This is an optimization exercise on Yosys and OpenROAD, whose aim is small area, not a production implementation.
Function was checked by simulation only, so behaviour that the tests miss may differ from the original.
Power and IR drop assume default switching activity.

## pelcod_packer
module pelcod_packer #(
    parameter RAW_MAX = 8
) (
    input  wire       clk,
    input  wire       rst,              
    input  wire [7:0] addr_i,           
    input  wire       sink_present_i,
    input  wire       cmd_valid,
    output wire       cmd_ready,
    input  wire [4:0] cmd_op,
    input  wire [31:0] cmd_arg,
    input  wire       raw_valid,
    output wire       raw_ready,
    input  wire [7:0] raw_data,
    input  wire       raw_last,
    input  wire       raw_none,
    output wire       snk_valid,
    input  wire       snk_ready,
    output wire [7:0] snk_data,
    output wire       snk_first,
    output wire       snk_last,
    output wire       snk_empty,
    input  wire       snk_done,
    input  wire       snk_fail,
    input  wire [7:0] snk_err,
    output wire       st_valid,
    output wire [2:0] st_code,
    output wire [7:0] st_err
);
Size: roughly 630 cells after synthesis, ~110 flip-flops, about 97 I/O pins, about 6100 sq um of cells after synthesis.
export LEC_CHECK = 0
export ABC_AREA = 1
export CAP_MARGIN = 20
export CORE_MARGIN = 2
export CORE_UTILIZATION = 65
export SLEW_MARGIN = 20
create_clock -name core_clock -period 25.0 [get_ports {clk}]
standard.sh (not shown) runs the stock make flow with config.mk's settings and CLKGATE_MAP_FILE= SYNTH_SCRIPT=/design/flow/synth_recipe.tcl, a recipe that flattens the netlist after the stock synthesis.
==> flow/flow/run.sh <==
#!/bin/bash
# Layout flow: the standard flow (standard.sh) with three changes.
#  1. Synthesis: the standard synthesis script, but ORFS's scripts are
#     taken from a copy in which the adder extraction (extract_fa and the
#     adder techmap) and the Kogge-Stone carry-lookahead map are left out,
#     and ABC maps with flow/abc_area.script. Registers are untouched:
#     they are mapped by the same dfflibmap before ABC runs.
#  2. Port buffers use sky130_fd_sc_hd__buf_1.
#  3. The clock tree is built from clkbuf_8 without dummy loads.
# Each step's output goes to a log file of its own in this folder.
set -euo pipefail
here=$(pwd)
rm -rf "$here/scripts_mod"
cp -r "$FLOW_HOME/scripts" "$here/scripts_mod"
cp "$here/flow/abc_area.script" "$here/scripts_mod/abc_area.script"
cp "$here/flow/abc_area.script" "$here/scripts_mod/abc_speed.script"
sed -i 's|"-extra-map $::env(FLOW_HOME)/platforms/common/lcu_kogge_stone.v"|""|' "$here/scripts_mod/synth.tcl"
sed -i 's|^\(\s*\)extract_fa |\1#extract_fa |; s|^\(\s*\)techmap -map $::env(ADDER_MAP_FILE)|\1#techmap -map $::env(ADDER_MAP_FILE)|' "$here/scripts_mod/synth.tcl"
grep -q '#extract_fa' "$here/scripts_mod/synth.tcl"
SCRIPTS_DIR="$here/scripts_mod" bash standard.sh synth > "$here/log_synth.txt" 2>&1
export BUFFER_PORTS_ARGS="-buffer_cell sky130_fd_sc_hd__buf_1"
export CTS_ARGS="-sink_clustering_enable -repair_clock_nets -buf_list sky130_fd_sc_hd__clkbuf_8 -dont_use_dummy_load"
bash standard.sh > "$here/log_layout.txt" 2>&1
==> flow/flow/abc_area.script <==
strash
&get -n
&fraig -x
&put
scorr
dc2
strash
&get -n
&deepsyn -T 120
&put
strash
&get -n
&dch -f
&nf -R 1000
&put
topo
The first run went through all stages and came out clean.
Rerun with:
--- a/flow/flow/run.sh
+++ b/flow/flow/run.sh
@@ -21,3 +21,3 @@
 export BUFFER_PORTS_ARGS="-buffer_cell sky130_fd_sc_hd__buf_1"
-export CTS_ARGS="-sink_clustering_enable -repair_clock_nets -buf_list sky130_fd_sc_hd__clkbuf_8 -dont_use_dummy_load"
+export CTS_ARGS="-sink_clustering_enable -repair_clock_nets -buf_list sky130_fd_sc_hd__clkbuf_16 -dont_use_dummy_load"
 bash standard.sh > "$here/log_layout.txt" 2>&1
Synthesized area is unchanged.
Total power is higher by 7.8%.
Die area is unchanged.
Clock-buffer cell count is unchanged.
Non-clock buffer count does not change.
Clock skew is lower by 0.014 ns.
Clock power is higher by 42%.
Wire length is higher by about 2%.
Sequential power barely changes.
Rerun with:
--- a/flow/flow/run.sh
+++ b/flow/flow/run.sh
@@ -21,3 +21,3 @@
 export BUFFER_PORTS_ARGS="-buffer_cell sky130_fd_sc_hd__buf_1"
-export CTS_ARGS="-sink_clustering_enable -repair_clock_nets -buf_list sky130_fd_sc_hd__clkbuf_16 -dont_use_dummy_load"
+export CTS_ARGS="-sink_clustering_enable -repair_clock_nets -buf_list sky130_fd_sc_hd__clkbuf_8 -dont_use_dummy_load"
 bash standard.sh > "$here/log_layout.txt" 2>&1
- CORE_UTILIZATION: 65 -> 78
Routed wire length is higher by a few percent.
Worst hold slack loses 0.012 ns.
Non-clock buffer count is unchanged.

---

Setup of run 1:
pelcod_packer, a different RTL version from the one above (not shown whole).
Size: ~130 flip-flops.
==> flow/config.mk <==
export PLATFORM = sky130hd
export DESIGN_NAME = pelcod_packer
export DESIGN_NICKNAME = pelcod_packer
export VERILOG_FILES = /design/flow/design.v
export SDC_FILE = /design/flow/constraint.sdc
export NUM_CORES = 4
export LEC_CHECK = 0
export ABC_AREA = 1
export CAP_MARGIN = 20
export CORE_MARGIN = 2
export CORE_UTILIZATION = 70
export SLEW_MARGIN = 20
==> flow/constraint.sdc <==
create_clock -name core_clock -period 25.0 [get_ports {clk}]
set_input_delay 5.0000 -clock core_clock [delete_from_list [all_inputs] [get_ports {clk}]]
set_output_delay 5.0000 -clock core_clock [all_outputs]
set_load 0.01 [all_outputs]
==> flow/flow/run.sh <==
#!/bin/bash
# Standard layout, except: port buffers use the smallest buffer, and the
# clock tree uses clkbuf_4 without dummy loads.
set -euo pipefail
export BUFFER_PORTS_ARGS="-buffer_cell sky130_fd_sc_hd__buf_1"
export CTS_ARGS="-sink_clustering_enable -repair_clock_nets -buf_list sky130_fd_sc_hd__clkbuf_4 -dont_use_dummy_load"
bash standard.sh > standard_make.log 2>&1
Run 1 went all the way through the flow, and no timing, DRC or antenna check failed.
Relative to run 1, the following input files were edited for run 2:
==> flow/run.sh (new file) <==
#!/bin/bash
# synth_recipe.tcl (not shown) runs the flow's synth.tcl, then flattens the netlist and writes it again
# the make line also repeats each setting of config.mk as NAME=value (left out here)
make -C /OpenROAD-flow-scripts/flow DESIGN_CONFIG=/design/flow/config.mk WORK_HOME=/design/flow/orfs CLKGATE_MAP_FILE= SYNTH_SCRIPT=/design/flow/synth_recipe.tcl finish
-- flow/config.mk --
<<< run 1, line 7
export LEC_CHECK = 0
export ABC_AREA = 1
export CAP_MARGIN = 20
export CORE_MARGIN = 2
export CORE_UTILIZATION = 70
export SLEW_MARGIN = 20
>>> run 2, line 7
export LEC_CHECK = 0
export CAP_MARGIN = 20
export CORE_MARGIN = 2
export CORE_UTILIZATION = 40
export SLEW_MARGIN = 20
removed: flow/flow/run.sh
removed: flow/standard.sh
## What came out
- The flow did not stop early for run 1: all stages ran, and the layout cleared the timing, DRC and antenna checks.
- Run 2: all stages complete, timing, DRC and antenna checks passed
- Going from run 1 to run 2, cell area grew by more than 10%.
- Going from run 1 to run 2, the depth of the worst register-to-register path was found to have gone down by 2.
- Compared with run 1, in run 2 worst setup slack climbed 0.58 ns; core utilization fell by 27 points.
#### Input delta (run 3 over run 2)
==> flow/flow/run.sh (new file) <==
#!/bin/bash
# Layout flow: the standard flow (standard.sh) with three changes.
#  1. Synthesis: the standard synthesis script, but ORFS's scripts are
#     taken from a copy in which the adder extraction (extract_fa and the
#     adder techmap) and the Kogge-Stone carry-lookahead map are left out,
#     and ABC maps with flow/abc_area.script. Registers are untouched:
#     they are mapped by the same dfflibmap before ABC runs.
#  2. Port buffers use sky130_fd_sc_hd__buf_1.
#  3. The clock tree is built from clkbuf_8 without dummy loads.
# Each step's output goes to a log file of its own in this folder.
set -euo pipefail
here=$(pwd)
rm -rf "$here/scripts_mod"
cp -r "$FLOW_HOME/scripts" "$here/scripts_mod"
cp "$here/flow/abc_area.script" "$here/scripts_mod/abc_area.script"
cp "$here/flow/abc_area.script" "$here/scripts_mod/abc_speed.script"
sed -i 's|"-extra-map $::env(FLOW_HOME)/platforms/common/lcu_kogge_stone.v"|""|' "$here/scripts_mod/synth.tcl"
sed -i 's|^\(\s*\)extract_fa |\1#extract_fa |; s|^\(\s*\)techmap -map $::env(ADDER_MAP_FILE)|\1#techmap -map $::env(ADDER_MAP_FILE)|' "$here/scripts_mod/synth.tcl"
grep -q '#extract_fa' "$here/scripts_mod/synth.tcl"
SCRIPTS_DIR="$here/scripts_mod" bash standard.sh synth > "$here/log_synth.txt" 2>&1
export BUFFER_PORTS_ARGS="-buffer_cell sky130_fd_sc_hd__buf_1"
export CTS_ARGS="-sink_clustering_enable -repair_clock_nets -buf_list sky130_fd_sc_hd__clkbuf_8 -dont_use_dummy_load"
bash standard.sh > "$here/log_layout.txt" 2>&1
==> flow/flow/abc_area.script (new file) <==
strash
&get -n
&fraig -x
&put
scorr
dc2
strash
&get -n
&dch -f
&nf -R 1000
&put
topo
stime -c
buffer -c
upsize -c
dnsize -c
==> flow/standard.sh (new file) <==
#!/bin/bash
# synth_recipe.tcl (not shown) runs the flow's synth.tcl, then flattens the netlist and writes it again
# the make line also repeats each setting of config.mk as NAME=value (left out here)
make -C /OpenROAD-flow-scripts/flow DESIGN_CONFIG=/design/flow/config.mk WORK_HOME=/design/flow/orfs CLKGATE_MAP_FILE= SYNTH_SCRIPT=/design/flow/synth_recipe.tcl "${@:-finish}"
-- flow/config.mk --
<<< run 2, line 7
export LEC_CHECK = 0
export CAP_MARGIN = 20
export CORE_MARGIN = 2
export CORE_UTILIZATION = 40
export SLEW_MARGIN = 20
>>> run 3, line 7
export LEC_CHECK = 0
export ABC_AREA = 1
export CAP_MARGIN = 20
export CORE_MARGIN = 2
export CORE_UTILIZATION = 70
export SLEW_MARGIN = 20
removed: flow/run.sh
From run 2 to run 3 the numbers moved as follows: count of inserted tapcells shrank by 144; register cell area after layout held steady; height of the die shrank by 44 µm; total design power grew by 440 µW; area of the mapped netlist shrank by about 13%.
Run 3 completed end to end with timing, DRC and antenna clean.
Run 3 has setup slack on the worst flop-to-flop path above what run 2 had.
Run 3 vs run 2: final setup slack of the worst path up in run 3
Input-level comparison between run 4 and run 3:
==> flow/run.sh (new file) <==
#!/bin/bash
# synth_recipe.tcl (not shown) runs the flow's synth.tcl, then flattens the netlist and writes it again
# the make line also repeats each setting of config.mk as NAME=value (left out here)
make -C /OpenROAD-flow-scripts/flow DESIGN_CONFIG=/design/flow/config.mk WORK_HOME=/design/flow/orfs CLKGATE_MAP_FILE= SYNTH_SCRIPT=/design/flow/synth_recipe.tcl finish
removed: flow/flow/run.sh
removed: flow/flow/abc_area.script
removed: flow/standard.sh
==> comparison <==
Comparing run 4 and run 3, number of buffers and inverters on the critical path is lower on run 3.
Global-route wire length before repair (higher): run 4
Run 4 gives more wire length on met3 than run 3 did.
Run 3 finished every stage and its layout cleared the timing, DRC and antenna checks.
Run 4 completed end to end with timing, DRC and antenna clean.

re-timing with driven ports:
The flow's constraints put no driver on any port. The routed layouts listed below were extracted and timed again, unchanged, in two steps.
Step 1, drivers: a clkbuf_16 drives clk and a buf_2 each remaining input, both assumed.
Step 2, shift: input delay + t, output delay - t, t = (earliest + latest rising clock arrival at the registers) / 2. This alone moves slack from input paths to output paths.
Slacks: ideal ports / drivers / drivers and shift; pairs: ideal ports / drivers.
run | shift t [ns] | setup WS [ns] | clock arrival spread, ns
the first run of note 1 | 0.387 | 16.588 / 16.555 / 16.942 | 0.038 / 0.037
the second run of note 1 | 0.379 | 16.639 / 16.600 / 16.978 | 0.023 / 0.023
the third run of note 1 | 0.405 | 16.629 / 16.593 / 16.998 | 0.029 / 0.029
run 1 | 0.582 | 16.018 / 15.983 / 16.565 | 0.042 / 0.043
run 2 | 0.461 | 16.601 / 16.557 / 17.018 | 0.010 / 0.010
run 3 | 0.484 | 17.350 / 17.308 / 17.422 | 0.033 / 0.034
run 4 | 0.463 | 16.553 / 16.511 / 16.918 | 0.013 / 0.012
After both steps setup and hold are still met in every run listed.
